This design comes from an exercise in tuning for small area on the open sky130 flow, not from production work.
Where RTL was checked, it was by simulation tests only, not by an equivalence proof against the original.
Only the layout flow was run in runs 1 and 2; the RTL was not checked for function there.
Power figures rest on the tool's default switching activity, not on a simulated workload.

===== flow/design.v =====
module tkbt (
    input  wire        clk,
    input  wire        rst,         
    input  wire        cmd_valid,
    input  wire [31:0] cmd_data,
    output wire [31:0] res,
    output wire        irq_off,
    input  wire        scl_i,
    input  wire        sda_i,
    input  wire        int_i,
    output reg         scl_oe,
    output reg         scl_o,
    output reg         sda_oe,
    output reg         sda_o,
    output reg         int_oe,
    output reg         int_o
);
    localparam [14:0] MODE_PATTERN = 15'h2AF8;
    localparam [1:0] C_OK = 2'd0, C_TIMEOUT = 2'd1, C_NAK = 2'd2, C_ILLEGAL = 2'd3;
    localparam [3:0] OP_ILLEGAL = 4'd0,  OP_SETLINE = 4'd1,  OP_GET   = 4'd2,
                     OP_WAITCLK = 4'd3,  OP_GDIR    = 4'd4,  OP_GSET  = 4'd5,
                     OP_DHALF   = 4'd6,  OP_DUS     = 4'd7,  OP_DMS   = 4'd8,
                     OP_START   = 4'd9,  OP_STOP    = 4'd10, OP_SEND  = 4'd11,
                     OP_RECV    = 4'd12, OP_MODE    = 4'd13, OP_MSEND = 4'd14,
                     OP_MRECV   = 4'd15;
    localparam [4:0] M_IDLE     = 5'd0,
                     M_DISPATCH = 5'd1,
                     M_TIMEOUT  = 5'd2,
                     M_DONE_OK  = 5'd3,
                     M_START1   = 5'd4,
                     M_START2   = 5'd5,
                     M_STOP1    = 5'd6,
                     M_STOP_REL = 5'd7,
                     M_SB_BIT   = 5'd8,
                     M_SB_LOW   = 5'd9,
                     M_SB_NEXT  = 5'd10,
                     M_SB_ACK   = 5'd11,
                     M_RB_START = 5'd12,
                     M_RB_SAMP  = 5'd13,
                     M_RB_NEXT  = 5'd14,
                     M_ATTFAIL  = 5'd15,
                     M_ME_BIT   = 5'd16,
                     M_ME_LOW   = 5'd17,
                     M_ME_HIGH  = 5'd18,
                     M_ME_LAST  = 5'd19,
                     M_ME_DONE  = 5'd20,
                     M_TO_MODE  = 5'd21;
    localparam [1:0] S_EXEC = 2'd0, S_WREL = 2'd1, S_WPOLL = 2'd2, S_DLY = 2'd3;
    function [3:0] decode;
        input [31:0] w;
        begin
            decode = OP_ILLEGAL;
            case (w[31:24])
                8'h01: if (w[23:17] == 7'd0 && w[15:1] == 15'd0) decode = OP_SETLINE;
                8'h02: if (w[23:17] == 7'd0 && w[15:0] == 16'd0) decode = OP_GET;
                8'h03: if (w[23:0] == 24'd0)                     decode = OP_WAITCLK;
                8'h04: if (w[23:18] == 6'd0 && w[15:1] == 15'd0 && w[17:16] != 2'd3) decode = OP_GDIR;
                8'h05: if (w[23:18] == 6'd0 && w[15:1] == 15'd0 && w[17:16] != 2'd3) decode = OP_GSET;
                8'h06: if (w[23:18] == 6'd0 && w[15:0] == 16'd0 && w[17:16] != 2'd3) decode = OP_GET;
                8'h10: begin
                    if      (w[23:16] == 8'd0 && w[15:0] == 16'd0) decode = OP_DUS;    
                    else if (w[23:16] == 8'd1 && w[15:0] == 16'd0) decode = OP_DHALF;
                    else if (w[23:16] == 8'd2)                      decode = OP_DUS;
                    else if (w[23:16] == 8'd3)                      decode = OP_DMS;
                end
                8'h20: if (w[23:0] == 24'd0)                     decode = OP_START;
                8'h21: if (w[23:0] == 24'd0)                     decode = OP_STOP;
                8'h22: if (w[23:8] == 16'd0)                     decode = OP_SEND;
                8'h23: if (w[23:0] == 24'd0)                     decode = OP_RECV;
                8'h30: if (w[23:0] == 24'd0)                     decode = OP_MODE;
                8'h40: if (w[23:16] == 8'd0)                     decode = OP_MSEND;
                8'h41: if (w[23:16] == 8'd0 && w[7:0] == 8'd0)   decode = OP_MRECV;
                default: decode = OP_ILLEGAL;
            endcase
        end
    endfunction
    wire [3:0] dec_op = decode(cmd_data);
    wire dec_dbit = (cmd_data[31:16] == 16'h1000);
    wire [15:0] load_p = {cmd_data[15:10],
                          cmd_data[9:8] | (cmd_data[17:16] & {2{~cmd_data[28]}}),
                          cmd_data[7:3], cmd_data[2] | dec_dbit, cmd_data[1],
                          cmd_data[0] | dec_dbit};
    reg [4:0]  m;
    reg [1:0]  s;
    reg [3:0]  op;
    reg [15:0] p;
    reg [19:0] c;
    reg [3:0]  bitidx;
    reg        phase;        
    reg [1:0]  res_code;
    reg        res_ack;
    reg        res_lvl;
    reg [7:0]  res_data;
    reg [1:0]  att;          
    reg [1:0]  res_att;
    wire       busy    = (m != M_IDLE);
    wire       precise = (m == M_ME_DONE) || (m == M_TO_MODE);
    wire       irq_r   = m[4];
    wire [1:0] line  = p[9:8];
    wire       v_bit = p[0];
    wire       int_level = int_oe ? int_o : int_i;
    assign irq_off = irq_r;
    assign res = {6'd0, res_att, res_data, 5'd0, irq_r, precise, busy,
                  2'd0, res_lvl, res_ack, 2'd0, res_code};
    wire ex      = (s == S_EXEC);
    wire in_wrel = (s == S_WREL);
    wire in_poll = (s == S_WPOLL);
    wire in_dly  = (s == S_DLY);
    wire x_idle  = ex & (m == M_IDLE);
    wire x_disp  = ex & (m == M_DISPATCH);
    wire x_to    = ex & ((m == M_TIMEOUT) | (m == M_TO_MODE));
    wire x_done  = ex & ((m == M_DONE_OK) | (m == M_ME_DONE));
    wire x_st1   = ex & (m == M_START1);
    wire x_st2   = ex & (m == M_START2);
    wire x_sp1   = ex & (m == M_STOP1);
    wire x_sprel = ex & (m == M_STOP_REL);
    wire x_sbbit = ex & (m == M_SB_BIT);
    wire x_sblow = ex & (m == M_SB_LOW);
    wire x_sbnxt = ex & (m == M_SB_NEXT);
    wire x_sback = ex & (m == M_SB_ACK);
    wire x_rbst  = ex & (m == M_RB_START);
    wire x_rbsmp = ex & (m == M_RB_SAMP);
    wire x_rbnxt = ex & (m == M_RB_NEXT);
    wire x_attf  = ex & (m == M_ATTFAIL);
    wire x_mebit = ex & (m == M_ME_BIT);
    wire x_melow = ex & (m == M_ME_LOW);
    wire x_mehi  = ex & (m == M_ME_HIGH);
    wire x_melst = ex & (m == M_ME_LAST);
    wire o_setl  = (op == OP_SETLINE);
    wire o_get   = (op == OP_GET);
    wire o_wait  = (op == OP_WAITCLK);
    wire o_gdir  = (op == OP_GDIR);
    wire o_gset  = (op == OP_GSET);
    wire o_dhalf = (op == OP_DHALF);
    wire o_dus   = (op == OP_DUS);
    wire o_dms   = (op == OP_DMS);
    wire o_start = (op == OP_START);
    wire o_stop  = (op == OP_STOP);
    wire o_send  = (op == OP_SEND);
    wire o_recv  = (op == OP_RECV);
    wire o_mode  = (op == OP_MODE);
    wire o_msend = (op == OP_MSEND);
    wire o_mrecv = (op == OP_MRECV);
    wire o_reg   = o_msend | o_mrecv;
    wire o_dly   = o_dhalf | o_dus | o_dms;
    wire o_ill   = (op == OP_ILLEGAL);
    wire last    = (bitidx[2:0] == 3'd0);
    reg [9:0] dlen;
    always @* begin
        case (m)
            M_DONE_OK:  dlen = o_dhalf ? 10'd50 : 10'd100;
            M_SB_NEXT,
            M_RB_NEXT:  dlen = last ? 10'd50 : 10'd100;
            M_ME_LOW:   dlen = 10'd60;
            M_ME_HIGH:  dlen = 10'd200;
            M_ME_BIT:   dlen = (bitidx == 4'd4) ? 10'd803 : 10'd202;
            M_ME_LAST:  dlen = 10'd201;
            M_ATTFAIL:  dlen = 10'd0;
            default:    dlen = 10'd100;
        endcase
    end
    wire dly_fix = ((c[9:0] & dlen) == dlen);
    wire unit    = (m == M_DONE_OK) & (o_dus | o_dms);
    wire pre_end = o_dms ? ((c & 20'd19999) == 20'd19999)
                         : ((c & 20'd19) == 20'd19);
    wire p_zero  = (p == 16'd0);
    wire dly_end = unit ? p_zero : dly_fix;
    wire to_hit  = ((c & 20'd1000001) == 20'd1000001) ||
                   ((m == M_ME_DONE) && ((c & 20'd199) == 20'd199));
    wire retry   = o_reg & ((m == M_SB_LOW) | (m == M_SB_ACK));
    wire poll_hi = in_poll & scl_i;
    wire poll_to = in_poll & ~scl_i & to_hit;
    wire dly_dn  = in_dly & dly_end;
    wire c_inc   = (in_poll & ~scl_i & ~to_hit) | (in_dly & ~dly_end & ~(unit & pre_end));
    wire p_dec   = in_dly & ~dly_end & unit & pre_end;
    wire sb_bit  = phase ? p[bitidx[2:0]] : p[{1'b1, bitidx[2:0]}];
    wire me_bit  = MODE_PATTERN[bitidx];
    wire d_line  = x_disp & (o_setl | o_gdir | o_gset);
    wire d_end   = x_disp & (o_setl | o_get | o_gdir | o_gset | o_ill);
    wire sda_drive = x_st1 | x_sp1 | x_melow | (x_sbbit & ~sb_bit) |
                     (x_disp & o_setl & line[0] & ~v_bit);
    wire sda_rel   = (x_sbbit & sb_bit) | (x_sbnxt & last) | x_rbst | x_sprel | x_mehi |
                     (x_disp & o_setl & line[0] & v_bit);
    wire scl_drive = x_st2 | x_sblow | x_rbsmp | (x_mebit & ~me_bit) |
                     (x_disp & o_setl & ~line[0] & ~v_bit);
    wire scl_rel   = in_wrel | (x_mebit & me_bit) |
                     (x_disp & o_setl & ~line[0] & v_bit);
    wire end_ok    = (x_disp & ~o_ill & d_end) | x_done | (x_st2 & o_start) | x_sprel |
                     (x_sback & o_send) | (x_rbnxt & last & o_recv);
    wire end_any   = end_ok | (x_disp & o_ill) | x_to | (x_attf & (att == 2'd3));
    always @(posedge clk) begin
        c <= c_inc ? c + 20'd1 : 20'd0;
        if (x_idle & cmd_valid)
            p <= load_p;
        else if (p_dec)
            p <= p - 16'd1;
        else if (x_rbsmp)
            p[7:0] <= {p[6:0], sda_i};
        if (x_idle & cmd_valid)
            op <= dec_op;
        if ((x_disp & o_send) | (x_st2 & ~o_start) | (x_sback & ~phase) | x_rbst)
            bitidx <= 4'd7;
        else if (x_disp & o_mode)
            bitidx <= 4'd14;
        else if ((x_sbnxt & ~last) | (x_rbnxt & ~last) | (x_mehi & (bitidx != 4'd0)))
            bitidx <= bitidx - 4'd1;
        if (x_disp & o_send)
            phase <= 1'b1;
        else if (x_st2)
            phase <= 1'b0;
        else if (x_sback)
            phase <= 1'b1;
        if (x_disp)
            att <= 2'd1;
        else if (x_attf)
            att <= att + 2'd1;
        if (rst) begin
            m        <= M_IDLE;
            s        <= S_EXEC;
            res_code <= C_OK;
            scl_oe   <= 1'b0;
            scl_o    <= 1'b0;
            sda_oe   <= 1'b0;
            sda_o    <= 1'b0;
            int_oe   <= 1'b0;
            int_o    <= 1'b0;
        end else begin
            if ((o_reg & (x_to | x_sprel | (x_attf & (att == 2'd3)))) | (o_mrecv & x_sback & ~sda_i))
                res_att <= att;
            if (x_sback & o_send)
                res_ack <= ~sda_i;
            if (x_disp & o_get)
                res_lvl <= (line == 2'd0) ? scl_i : (line == 2'd1) ? sda_i : int_level;
            if (x_rbnxt & last)
                res_data <= p[7:0];
            if (end_ok)
                res_code <= C_OK;
            else if (x_disp & o_ill)
                res_code <= C_ILLEGAL;
            else if (poll_to)
                res_code <= C_TIMEOUT;
            else if (x_sback & sda_i)
                res_code <= C_NAK;
            if (sda_drive | sda_rel)
                sda_oe <= sda_drive;
            else if (d_line & o_gdir & (line == 2'd1))
                sda_oe <= ~v_bit;
            if (sda_drive)
                sda_o <= 1'b0;
            else if (d_line & o_gset & (line == 2'd1))
                sda_o <= v_bit;
            if (scl_drive | scl_rel)
                scl_oe <= scl_drive;
            else if (d_line & o_gdir & (line == 2'd0))
                scl_oe <= ~v_bit;
            if (scl_drive)
                scl_o <= 1'b0;
            else if (d_line & o_gset & (line == 2'd0))
                scl_o <= v_bit;
            if (d_line & o_gdir & line[1])
                int_oe <= ~v_bit;
            if (d_line & o_gset & line[1])
                int_o <= v_bit;
            case (s)
                S_WREL:  s <= S_WPOLL;
                S_WPOLL: if (poll_hi | (poll_to & retry)) s <= S_DLY;
                         else if (poll_to) s <= S_EXEC;
                S_DLY:   if (dly_end) s <= S_EXEC;
                default: begin
                    if ((x_disp & o_wait) | x_sp1 | x_sbbit | (x_sbnxt & last) | x_rbst |
                        (x_rbnxt & ~last) | x_melst)
                        s <= S_WREL;
                    else if ((x_disp & o_dly) | x_sblow | x_rbsmp | x_mebit | x_melow | x_mehi)
                        s <= S_DLY;
                end
            endcase
            if (poll_to)
                m <= retry ? M_ATTFAIL : (m == M_ME_DONE) ? M_TO_MODE : M_TIMEOUT;
            else if (ex) begin
                if (end_any)
                    m <= M_IDLE;
                else case (m)
                    M_IDLE:     if (cmd_valid) m <= M_DISPATCH;
                    M_DISPATCH: begin
                        if (o_wait | o_dly) m <= M_DONE_OK;
                        else if (o_start | o_reg) m <= M_START1;
                        else if (o_stop) m <= M_STOP1;
                        else if (o_send) m <= M_SB_BIT;
                        else if (o_recv) m <= M_RB_START;
                        else m <= M_ME_BIT;
                    end
                    M_START1:   m <= M_START2;
                    M_START2:   m <= M_SB_BIT;
                    M_STOP1:    m <= M_STOP_REL;
                    M_SB_BIT:   m <= M_SB_LOW;
                    M_SB_LOW:   m <= M_SB_NEXT;
                    M_SB_NEXT:  m <= last ? M_SB_ACK : M_SB_BIT;
                    M_SB_ACK:   m <= sda_i ? M_ATTFAIL : o_mrecv ? M_RB_START :
                                     phase ? M_STOP1 : M_SB_BIT;
                    M_RB_START: m <= M_RB_SAMP;
                    M_RB_SAMP:  m <= M_RB_NEXT;
                    M_RB_NEXT:  m <= last ? M_STOP1 : M_RB_SAMP;
                    M_ATTFAIL:  m <= M_START1;
                    M_ME_BIT:   m <= M_ME_LOW;
                    M_ME_LOW:   m <= M_ME_HIGH;
                    M_ME_HIGH:  m <= (bitidx == 4'd0) ? M_ME_LAST : M_ME_BIT;
                    M_ME_LAST:  m <= M_ME_DONE;
                    default:    m <= M_IDLE;
                endcase
            end
        end
    end
endmodule

===== flow/run.sh =====
#!/bin/bash
# synth_recipe.tcl (not shown) runs the flow's synth.tcl, then flattens the netlist and writes it again
# the make line also repeats each setting of config.mk as NAME=value (left out here)
make -C /OpenROAD-flow-scripts/flow DESIGN_CONFIG=/design/flow/config.mk WORK_HOME=/design/flow/orfs CLKGATE_MAP_FILE= SYNTH_SCRIPT=/design/flow/synth_recipe.tcl finish

===== flow/config.mk =====
export PLATFORM = sky130hd
export DESIGN_NAME = tkbt
export DESIGN_NICKNAME = tkbt
export VERILOG_FILES = /design/flow/design.v
export SDC_FILE = /design/flow/constraint.sdc
export NUM_CORES = 4
export LEC_CHECK = 0
export ABC_AREA = 1
export CAP_MARGIN = 20
export CORE_MARGIN = 2
export CORE_UTILIZATION = 40
export PLACE_DENSITY = 0.6
export SLEW_MARGIN = 20

===== flow/constraint.sdc =====
create_clock -name core_clock -period 50.0 [get_ports {clk}]
set_input_delay 10.0000 -clock core_clock [delete_from_list [all_inputs] [get_ports {clk}]]
set_output_delay 10.0000 -clock core_clock [all_outputs]
set_load 0.01 [all_outputs]

==> results of run 1 <==
## kinds of logic (layout without fill, tap and decap cells)
| kind of cell | Yosys count | count (layout) | synth area share [%] |
|---|---|---|---|
| simple gates | 451 | 451 | 36.10 |
| compound gates | 125 | 125 | 13.62 |
| other cells | 1 | 15 | 0.06593 |
| fa+ha+maj | 11 | 11 | 2.420 |
| buf+inv | 152 | 196 | 12.12 |
| flops | 74 | 74 | 31.68 |
| xor+xnor | 26 | 26 | 4.004 |
## where the power goes
part / leakage (µW) / switching, µW / internal, µW
clock: 0.000142 / 25.7 / 38.0
combinational: 0.00205 / 78.6 / 39.8
sequential: 0.000635 / 16.3 / 77.8
## critical path, cell delays in order
cell	delay, ns
clkdlybuf4s50_1	0.47
inv_1	0.07
nor3_4	0.16
buf_4	0.29
clkinv_1	0.43
nand2_1	0.46
or2_1	0.39
## synth_stat cells (2+ instances only)
master,count
or2_2,3
a31oi_1,4
xor2_1,15
o31ai_1,2
nand4_1,32
o221ai_1,2
nand3_2,2
nand3_1,71
clkbuf_1,4
o21ai_1,3
and3_1,2
xnor2_1,11
o211ai_1,4
o21ai_0,43
a21oi_2,12
ha_1,11
inv_2,3
dfxtp_1,42
a211oi_1,3
nor2_2,3
nor2_1,109
nand2_2,6
clkinv_1,3
a21oi_1,39
buf_4,22
o21ai_2,2
nand2_1,173
nor4_1,9
buf_6,4
edfxtp_1,32
nor2_4,3
inv_1,110
nor3_1,29
buf_2,4
nand3b_1,3
a21boi_2,6
## registers in the layout, indices dropped and copies added, names as in the netlist, 2 cells and up
| name | cells |
|---|---|
| p | 16 |
| s | 2 |
| op | 4 |
| bitidx | 4 |
| res_code | 2 |
| m | 5 |
| res_att | 2 |
| att | 2 |
| c | 20 |
| res_data | 8 |
## final cells by class
cell class	instances	share of cell area, %
clock buffer	9	3.394
clock inverter	7	0.9051
inverter	117	6.638
multi-input combinational	628	48.97
sequential	74	27.15
tap	180	3.394
timing repair buffer	63	9.542
## how the worst min path moves through the flow
stage / startpoint / endpoint / slack (ns)
finish: att[1] / res_att[1] / 0.47
global route: int_oe / int_oe / 0.50
CTS: att[1] / res_att[1] / 0.48
detailed placement: att[1] / res_att[1] / 0.46
global placement: att[1] / res_att[1] / 0.44
floorplan: att[1] / res_att[1] / 0.43
## routing by layer
metal  part of all wire, %  track usage [%]
met1                    47            30.43
met2                    44            33.93
met3                   5.8            4.197
met4                   2.5            9.801
met5                  0.21                0
## through the flow
step	hold WS [ns]	cell area [µm²]	total power [µW]	worst slack [ns]	instances
6_report	0.4745	6635	276.3	37.71	1078
5_1_grt	0.5028	6635	296.5	37.53	1078
4_1_cts	0.4773	6635	276.3	37.71	1078
3_5_place_dp	0.4615	6350	211.2	37.36	1062
3_3_place_gp	0.4405	6335	211.2	37.38	1061
2_1_floorplan	0.4290	5741	178.7	38.57	854
## layout by cell type (no fill, tap or decap), types with 11 or more instances in the layout
cell type        Yosys  final
nand2_1            173    173
xor2_1              15     15
inv_1              110    110
a21oi_1             39     39
nand4_1             32     32
clkdlybuf4s50_1      0     61
a21oi_2             12     12
nor2_1             109    109
conb_1               1     15
dfxtp_1             42     42
o21ai_0             43     43
nand3_1             71     71
xnor2_1             11     11
edfxtp_1            32     32
ha_1                11     11
nor3_1              29     29
==> metrics.csv, run 1 <==
stage;metric;value;unit
timing;fin_setup_tns;0;ns
detailed_routing;drt-initial-drc-count;463;
detailed_routing;routed_wl;16290;µm
worst_setup_path;r2r-start;p[0];
synthesis;yosys_warnings;1;
synthesis;async_flop_share;0;%
global_route;grt_use_total;22.20;%
synthesis;syn_area_per_cell;6.771;µm²
timing;worst_slew_pin_slew;1.033;ns
floorplanning;dieArea;0.01519;mm²
final_layout;seq_area;0.001802;mm²
global_route;grt_pass1_wl;26170;µm
global_route;grt_max_degree;21;
clock_network;cts_tree;done;
detailed_routing;post_drt_wl_per_cell;15.11;µm
synthesis;synth_flop_cell;dfxtp_1;
pwr;ir_drop;0.00002185;V
worst_setup_path;r2r.worst_path.cells;10;
synthesis;synth_area;0.005688;mm²
floorplanning;core_area;0.01388;mm²
synthesis;synth_top_area_share;16.89;%
clock_network;h-tree-depth;3;
worst_setup_path;r2r-end;p[6];
timing;fmax;0.08135;GHz
place;dp_hpwl;12740;µm
timing;rsz0062_at_grt;no;
synthesis;syn-instance-count;840;
worst_setup_path;critPathLaunch;cmd_valid;
detailed_routing;detail-route-antenna-nets;0;
synthesis;netlist.top_cell.by_area;edfxtp_1;
synthesis;synth_edf_count;32;
timing;hold_viol;0;
clock_network;cts_hold_buf;0;
timing;fin_crit_sh;24.58;%
min_path;whs_path_depth;0;
timing;finClkSkew;0.009508;ns
pwr;power.leakage;0.002826;µW
clock_network;cts_buffer_depth;2;
synthesis;seq_area_frac_synth;31.68;%
synthesis;ys_ff_latch;74;
global_route;grt_pass1_vias;5302;
floorplanning;die_h;123.2;µm
synthesis;synth_cell_types;50;
clock_network;clk_latency;0.35;ns
run_status;outcome;no timing/DRC/antenna violations;
floorplanning;ios;77;
clock_network;post-cts-setup-buffers;0;
worst_setup_path;arrival;12.30;ns
detailed_routing;viasPerCell;5.271;
worst_setup_path;path_max_fanout;20;
synthesis;synth_area_leaders;edfxtp_1 (17%), dfxtp_1 (15%), nand2_1 (11%);
timing;setup_viol;0;
detailed_routing;drcViolationCount;0;
final_layout;diodes;0;
clock_network;cts.sink_count;74;
final_layout;drive_gt1_share;6.904;%
pwr;powerDensity;41.64;mW/mm²
clock_network;ctsResizeCount;0;
clock_network;clockRootBuffer;clkbuf_16;
worst_setup_path;setup.worst_path.end;p[6];
final_layout;final_nets;942;
worst_setup_path;rrSetupSlack;46.50;ns
global_route;antenna_found_initial;0;
clock_network;cts_buffers;9;
final_layout;multi_input_comb_area;0.003249;mm²
floorplanning;initial_core_util;40.98;%
final_layout;n_fill_cell;1456;
place;io_buffers;61;
detailed_routing;num_vias;5682;
final_layout;syn2layout_area_growth;16.65;%
timing;final_max_slew_viol_count;0;
timing;fin_crit;12.29;ns
worst_setup_path;cp-start-kind;primary input;
final_layout;fin_util;47.80;%
run;maxCapViolations;0;
global_route;overflow;0;
timing;slew_headroom;31.09;%
floorplanning;rows;43;
worst_setup_path;crit_required;50.01;ns
place;gp_congestion;0.9855;
worst_setup_path;worst_setup_path_end_kind;flip-flop;
clock_network;clkTransAtPathRegs;0.06;ns
detailed_routing;firstDrtPassIters;5;
worst_setup_path;critPathKind;in2reg;
floorplanning;die_w;123.2;µm
min_path;hp-class;reg2reg;
==> inputs of run 2 (changes only) <==
--- a/flow/config.mk
+++ b/flow/config.mk
@@ -10,4 +10,7 @@
 export CORE_MARGIN = 2
 export CORE_UTILIZATION = 40
+export CTS_BUF_LIST = sky130_fd_sc_hd__clkbuf_8
+export CTS_CLUSTER_DIAMETER = 500
+export CTS_CLUSTER_SIZE = 100
 export PLACE_DENSITY = 0.6
 export SLEW_MARGIN = 20
==> run 2 against run 1 <==
Still clean. Cell area is 1.5% lower. First-iteration DRC count up 2.8%. Sequential share of layout area rose by 0.42 points. Clock power is 28% lower. Setup slack improved by 0.037 ns. Non-clock buffer count is the same. Critical path type unchanged. Largest cell class unchanged. Largest power group unchanged.
==> metrics.csv, run 2 <==
stage;metric;value;unit
worst_setup_path;setup.worst_path.end;p[2];
clock_network;post-cts-setup-buffers;0;
worst_setup_path;crit_cells;7;
global_route;overflow;0;
synthesis;synth_cell_types;50;
synthesis;async_flop_share;0;%
timing;fin_setup_tns;0;ns
global_route;grt_use_total;22.10;%
place;io_buffers;61;
floorplanning;initial_core_util;40.98;%
worst_setup_path;r2r.worst_path.cells;10;
global_route;antenna_found_initial;0;
final_layout;diodes;0;
detailed_routing;post_drt_wl_per_cell;15.07;µm
synthesis;yosys-top-cells-count;nand2_1 (173), inv_1 (110), nor2_1 (109), nand3_1 (71), o21ai_0 (43);
clock_network;clockRootBuffer;clkbuf_8;
clock_network;cts_buffer_depth;2;
min_path;whs_path_depth;0;
clock_network;clkTransAtPathRegs;0.08;ns
worst_setup_path;critPathTopFamily;buffers and inverters;
synthesis;seq_area_frac_synth;31.68;%
worst_setup_path;slowest_stage;clkdlybuf4s50_1;
worst_setup_path;critPathKind;in2reg;
detailed_routing;drcViolationCount;0;
final_layout;n_fill_cell;1463;
place;dp_hpwl;12740;µm
final_layout;mostFrequentLayoutCell;nand2_1;
worst_setup_path;crit_required;50.04;ns
pwr;ir_drop;0.00001671;V
worst_setup_path;path_cells;clkdlybuf4s50_1 > inv_1 > nor3_4 > buf_4 > clkinv_1 > nand2_1 > or2_1;
timing;slew_headroom;31.47;%
floorplanning;dieArea;0.01519;mm²
floorplanning;die_h;123.2;µm
timing;fin_crit;12.26;ns
synthesis;synth_top_area_share;16.89;%
timing;worst_slew_pin_slew;1.027;ns
worst_setup_path;worst_setup_path_end_kind;flip-flop;
floorplanning;ios;77;
synthesis;syn_area_per_cell;6.771;µm²
final_layout;largest_reg_flops;20;
worst_setup_path;critPathLaunch;cmd_valid;
global_route;grt_pass1_vias;5310;
timing;fin_crit_sh;24.51;%
run;maxCapViolations;0;
timing;final_max_slew_viol_count;0;
floorplanning;rows;43;
global_route;grt_pass1_wl;26090;µm
global_route;grt_max_degree;21;
synthesis;ys_ff_latch;74;
detailed_routing;detail-route-antenna-nets;0;
final_layout;syn2layout_area_growth;14.87;%
clock_network;ctsResizeCount;0;
detailed_routing;num_vias;5705;
pwr;powerDensity;39.46;mW/mm²
timing;rsz0062_at_grt;no;
synthesis;netlist.top_cell.by_area;edfxtp_1;
clock_network;clk_latency;0.38;ns
detailed_routing;drt-initial-drc-count;476;
min_path;hp-class;reg2reg;
final_layout;final_cell_mix;nand2_1 (173), inv_1 (110), nor2_1 (109);
detailed_routing;routed_wl;16240;µm
detailed_routing;firstDrtPassIters;5;
worst_setup_path;crit_path_max_incr_delay;0.47;ns
worst_setup_path;r2r-end;p[2];
clock_network;h-tree-depth;3;
run_status;outcome;no timing/DRC/antenna violations;
worst_setup_path;rrSetupSlack;46.48;ns
place;gp_congestion;0.9855;
final_layout;drive_gt1_share;6.904;%
timing;fmax;0.08160;GHz
pwr;power.leakage;0.002780;µW
clock_network;cts.sink_count;74;
final_layout;regMostFlops;c;
final_layout;top_regs;c x20, p x16, res_data x8;
synthesis;synth_flop_cell;dfxtp_1;
synthesis;synth_area;0.005688;mm²
floorplanning;die_w;123.2;µm
worst_setup_path;crit_buf_inv;4;
pwr;power.total;257.8;µW
timing;finClkSkew;0.01506;ns
synthesis;yosys_warnings;1;
floorplanning;core_area;0.01388;mm²
detailed_routing;viasPerCell;5.292;
synthesis;synth_edf_count;32;
worst_setup_path;r2r-start;p[0];
worst_setup_path;arrival;12.30;ns
clock_network;cts_buffers;9;
clock_network;cts_tree;done;
synthesis;synth_area_leaders;edfxtp_1 (17%), dfxtp_1 (15%), nand2_1 (11%);
synthesis;syn-instance-count;840;
worst_setup_path;path_max_fanout;20;
worst_setup_path;cp-start-kind;primary input;
timing;hold_viol;0;
synthesis;yosysMostFrequentCell;nand2_1;
timing;setup_viol;0;
clock_network;cts_hold_buf;0;
final_layout;final_nets;942;
==> run 2: cell count changes in the layout (fill, tap and decap cells not counted) <==
cell,change
clkbuf_16,-9
clkbuf_8,+9
==> run 2: final cells by class <==
| class | count | area, µm² | share of cell area [%] |
|---|---|---|---|
| Clock buffer | 9 | 123.9 | 1.896 |
| Multi-Input combinational cell | 628 | 3249 | 49.73 |
| Inverter | 117 | 440.4 | 6.741 |
| Clock inverter | 7 | 60.06 | 0.9192 |
| Tap cell | 180 | 225.2 | 3.447 |
| Sequential cell | 74 | 1802 | 27.58 |
| Timing Repair Buffer | 63 | 633.1 | 9.690 |
==> run 2: how the worst min path moves through the flow <==
| stage | start | end |
|---|---|---|
| detailed placement | att[1] | res_att[1] |
| global route | int_oe | int_oe |
| finish | att[1] | res_att[1] |
| floorplan | att[1] | res_att[1] |
| global placement | att[1] | res_att[1] |
| CTS | att[1] | res_att[1] |
==> run 2: stage by stage <==
stage | hold slack [ns] | cell area [µm²] | setup slack [ns] | cells | utilization [%]
after floorplan | 0.4290 | 5741 | 38.57 | 854 | -
after global routing | 0.5061 | 6534 | 37.58 | 1078 | 47.07
after global placement | 0.4405 | 6335 | 37.38 | 1061 | 45.64
final | 0.4782 | 6534 | 37.74 | 1078 | 47.07
after detailed placement | 0.4615 | 6350 | 37.36 | 1062 | 45.75
after CTS | 0.4813 | 6534 | 37.75 | 1078 | 47.07
==> run 2: cell families (layout without fill, tap and decap cells) <==
group / count (synthesis) / count (layout) / synth area share, %
and+or+nand+nor: 451 / 451 / 36.10
buffers and inverters: 152 / 196 / 12.12
AOI/OAI and AO/OA: 125 / 125 / 13.62
DFF: 74 / 74 / 31.68
xor gates and xnor gates: 26 / 26 / 4.004
adders and majority gates: 11 / 11 / 2.420
other: 1 / 15 / 0.06593
==> run 2: power breakdown <==
| group | total (µW) | switching [µW] | leakage (µW) | internal (µW) |
|---|---|---|---|---|
| combinational | 118 | 78.3 | 0.00205 | 39.8 |
| sequential | 93.9 | 16.2 | 0.000635 | 77.7 |
| clock | 45.8 | 23.4 | 0.0000955 | 22.4 |
==> run 2: routing by layer <==
| layer | vias to the layer above | track usage (%) | routed length (µm) |
|---|---|---|---|
| met2 | 207 | 33.52 | 7178 |
| met4 | 0 | 9.872 | 450 |
| met3 | 42 | 4.336 | 930 |
| li1 | 2865 | - | - |
| met5 | - | 0 | 0 |
| met1 | 2591 | 30.36 | 7682 |
==> inputs of run 3 (changes only) <==
--- a/flow/design.v
+++ b/flow/design.v
@@ -94,4 +94,6 @@
     reg [1:0]  att;          
     reg [1:0]  res_att;
+    reg        zc;           
+    reg        brw;          
     wire       busy    = (m != M_IDLE);
     wire       precise = (m == M_ME_DONE) || (m == M_TO_MODE);
@@ -164,6 +166,8 @@
     wire pre_end = o_dms ? ((c & 20'd19999) == 20'd19999)
                          : ((c & 20'd19) == 20'd19);
-    wire p_zero  = (p == 16'd0);
-    wire dly_end = unit ? p_zero : dly_fix;
+    wire win     = (c[14:4] == 11'd0);
+    wire first   = win & (c[3:0] == 4'd0);
+    wire eb      = first | brw;
+    wire dly_end = unit ? (first & zc) : dly_fix;
     wire to_hit  = ((c & 20'd1000001) == 20'd1000001) ||
                    ((m == M_ME_DONE) && ((c & 20'd199) == 20'd199));
@@ -173,5 +177,5 @@
     wire dly_dn  = in_dly & dly_end;
     wire c_inc   = (in_poll & ~scl_i & ~to_hit) | (in_dly & ~dly_end & ~(unit & pre_end));
-    wire p_dec   = in_dly & ~dly_end & unit & pre_end;
+    wire p_rot   = in_dly & ~dly_end & unit & win;
     wire sb_bit  = phase ? p[bitidx[2:0]] : p[{1'b1, bitidx[2:0]}];
     wire me_bit  = MODE_PATTERN[bitidx];
@@ -193,8 +197,12 @@
         if (x_idle & cmd_valid)
             p <= load_p;
-        else if (p_dec)
-            p <= p - 16'd1;
-        else if (x_rbsmp)
-            p[7:0] <= {p[6:0], sda_i};
+        else if (p_rot | x_rbsmp)
+            p <= {x_rbsmp ? sda_i : (p[0] ^ eb), p[15:1]};
+        if (x_idle & cmd_valid)
+            zc <= (load_p == 16'd0);
+        else if (p_rot)
+            zc <= first ? p[0] : (zc & ~p[0]);
+        if (p_rot)
+            brw <= eb & ~p[0];
         if (x_idle & cmd_valid)
             op <= dec_op;
@@ -233,5 +241,5 @@
                 res_lvl <= (line == 2'd0) ? scl_i : (line == 2'd1) ? sda_i : int_level;
             if (x_rbnxt & last)
-                res_data <= p[7:0];
+                res_data <= {p[8], p[9], p[10], p[11], p[12], p[13], p[14], p[15]};
             if (end_ok)
                 res_code <= C_OK;
--- a/flow/config.mk
+++ b/flow/config.mk
@@ -11,6 +11,4 @@
 export CORE_UTILIZATION = 40
 export CTS_BUF_LIST = sky130_fd_sc_hd__clkbuf_8
-export CTS_CLUSTER_DIAMETER = 500
-export CTS_CLUSTER_SIZE = 100
 export PLACE_DENSITY = 0.6
 export SLEW_MARGIN = 20
==> run 3 against run 2 <==
Sequential power up 1%. First-iteration DRC count down 13%. Wire length fell by 4.8%. Highest routed layer unchanged.
==> metrics.csv, run 3 <==
stage;metric;value;unit
global_route;grt_use_total;22.53;%
synthesis;yosys_warnings;1;
final_layout;syn2layout_area_growth;15.79;%
detailed_routing;viasPerCell;5.168;
final_layout;final_nets;910;
floorplanning;dieArea;0.01429;mm²
final_layout;drive_gt1_share;3.584;%
detailed_routing;num_vias;5380;
clock_network;h-tree-depth;3;
synthesis;yosys-top-cells-count;nand2_1 (179), nor2_1 (127), inv_1 (116), nand3_1 (71), o21ai_0 (46);
final_layout;mostFrequentLayoutCell;nand2_1;
floorplanning;core_area;0.01314;mm²
timing;setup_viol;0;
final_layout;regMostFlops;c;
run_status;outcome;no timing/DRC/antenna violations;
place;io_buffers;61;
detailed_routing;drcViolationCount;0;
final_layout;final-instance-count-excl-fill;1041;
detailed_routing;routed_wl;15470;µm
clock_network;post-cts-setup-buffers;0;
detailed_routing;drt-initial-drc-count;413;
final_layout;largest_reg_flops;20;
clock_network;ctsResizeCount;0;
min_path;hp-class;reg2reg;
worst_setup_path;path_max_fanout;11;
worst_setup_path;critPathKind;reg2out;
clock_network;clk_latency;0.37;ns
final_layout;seq_area;0.001862;mm²
synthesis;synth_edf_count;34;
pwr;ir_drop;0.00001603;V
detailed_routing;firstDrtPassIters;5;
place;gp_congestion;0.9625;
timing;whs;0.4633;ns
place;dp.cells;1025;
pwr;power.leakage;0.002624;µW
clock_network;cts_hold_buf;0;
global_route;grt_pass1_wl;25360;µm
clock_network;clkTransAtPathRegs;0.08;ns
global_route;overflow;0;
clock_network;cts_buffer_depth;2;
timing;finClkSkew;0.01416;ns
synthesis;yosysMostFrequentCell;nand2_1;
synthesis;synth_flop_cell;dfxtp_1;
floorplanning;ios;77;
timing;hold_viol;0;
timing;worst_slew_pin_slew;0.9456;ns
final_layout;n_fill_cell;1384;
timing;fin_crit;12.19;ns
global_route;grt_pass1_vias;5186;
place;post-place-ws;37.49;ns
timing;rsz0062_at_grt;no;
floorplanning;rows;42;
timing;final_max_slew_viol_count;0;
detailed_routing;detail-route-antenna-nets;0;
clock_network;cts_buffers;9;
clock_network;cts_tree;done;
worst_setup_path;crit_required;40.00;ns
timing;slew_headroom;36.76;%
clock_network;cts.sink_count;76;
final_layout;diodes;0;
timing;fin_setup_tns;0;ns
worst_setup_path;worst_setup_path_end_kind;output port;
worst_setup_path;arrival;2.19;ns
synthesis;synth_top_area_share;19.12;%
synthesis;ys_ff_latch;76;
timing;setup_slack;37.81;ns
synthesis;syn_area_per_cell;6.617;µm²
final_layout;top_regs;c x20, p x16, res_data x8;
timing;fin_crit_sh;24.38;%
floorplanning;die_w;119.5;µm
synthesis;async_flop_share;0;%
timing;fmax;0.08204;GHz
run;maxCapViolations;0;
pwr;powerDensity;40.26;mW/mm²
final_layout;multi_input_comb_area;0.002855;mm²
synthesis;synth_area_leaders;edfxtp_1 (19%), dfxtp_1 (16%), nand2_1 (13%);
final_layout;final_cell_mix;nand2_1 (179), nor2_1 (127), inv_1 (118);
synthesis;synth_area;0.005340;mm²
global_route;antenna_found_initial;0;
synthesis;netlist.top_cell.by_area;edfxtp_1;
clock_network;clockRootBuffer;clkbuf_8;
synthesis;syn-instance-count;807;
worst_setup_path;cp-start-kind;flip-flop;
global_route;grt_max_degree;29;
synthesis;seq_area_frac_synth;34.86;%
floorplanning;initial_core_util;40.65;%
synthesis;synth_cell_types;37;
floorplanning;die_h;119.5;µm
detailed_routing;post_drt_wl_per_cell;14.86;µm
pwr;power.total;249.0;µW
place;dp_hpwl;12450;µm
-- run 3: cell count changes after synthesis, sizes merged, moves of 3 or more --
cell,change
nor2,+19
a21oi,-16
nand4,-11
xnor2,-10
a21boi,-7
buf,-6
clkbuf,+5
nor4,-5
o211ai,+5
inv,+4
a211oi,-3
clkinv,-3
nor3,-3
-- run 3: routing by layer --
layer	part of all wire [%]	GRT usage (%)
met1	46	29.90
met3	5.5	4.420
met2	45	35.61
met4	3.6	10.00
met5	0	0
-- run 3: final cells by class --
type | count | share of cell area, %
repair buffers | 62 | 9.996
clock buffers | 9 | 2.003
flip-flops and latches | 76 | 30.11
inverters | 118 | 7.163
multi-input cells | 593 | 46.18
well taps | 176 | 3.561
clock inverters | 7 | 0.9915
-- run 3: final timing paths --
check | startpoint | end | slack, ns | cells after the start
max | m[4] | res[8] | 37.81 | 5
max reg2reg | s[0] | p[0] | 46.67 | 6
min | att[1] | res_att[1] | 0.46 | 0
min reg2reg | att[1] | res_att[1] | 0.46 | 0
-- run 3: power breakdown --
group          switching [µW]  internal [µW]  total [µW]
Clock                    22.9           22.4        45.3
Sequential               15.1           79.7        94.8
Combinational            72.5           36.3         109
-- run 3: through the flow --
step | area (µm²) | util, %
final | 6183 | 47.07
after global routing | 6183 | 47.07
after CTS | 6183 | 47.07
after detailed placement | 5998 | 45.66
after global placement | 5998 | 45.66
after floorplan | 5393 | -
-- run 3: kinds of logic after synthesis --
kind of cell,after synthesis,synth area share [%]
flip-flops,76,34.86
other,1,0.07022
XOR/XNOR,15,2.460
buffers and inverters,152,12.65
AO/OA/AOI/OAI,100,10.22
AND/OR/NAND/NOR,451,36.93
adder cells (fa/ha/maj),12,2.812
-- run 3: critical path, stage by stage, from the launching register on --
cell and delay [ns]:
dfxtp_1 0.63, inv_2 0.20, nand2_1 0.20, nor2_1 0.06, inv_1 0.15, clkdlybuf4s50_1 0.57

==> separate check: timing with driven ports <==
In the flow no input, the clock included, has a driving cell. The finished layouts below were timed again as built, in two steps.
Step 1: set_driving_cell puts a clkbuf_16 on clk and a buf_2 on each other input, an assumption about the parent block.
Step 2 adds t to the input delays and takes it off the output delays; t is the mean of the earliest and latest rising clock arrival at the registers after step 1. Input paths then give back, and output paths get back, about the clock's delay inside the block.
Slacks: no drivers / after step 1 / after step 2; pairs: no drivers / after step 1.
run | t (ns) | setup WS [ns] | hold slack, ns | worst register clock-pin slew, ns
run 1 | 0.388 | 37.708 / 37.726 / 37.339 | 0.474 / 0.474 / 0.474 | 0.06 / 0.06
run 2 | 0.405 | 37.745 / 37.757 / 37.352 | 0.478 / 0.478 / 0.478 | 0.09 / 0.09
run 3 | 0.399 | 37.812 / 37.775 / 37.535 | 0.463 / 0.463 / 0.463 | 0.08 / 0.08
After both steps every run listed still meets setup and hold. The setup slack of run 2, which loses most, moves by +0.012 ns with the drivers and by -0.393 ns with both steps.
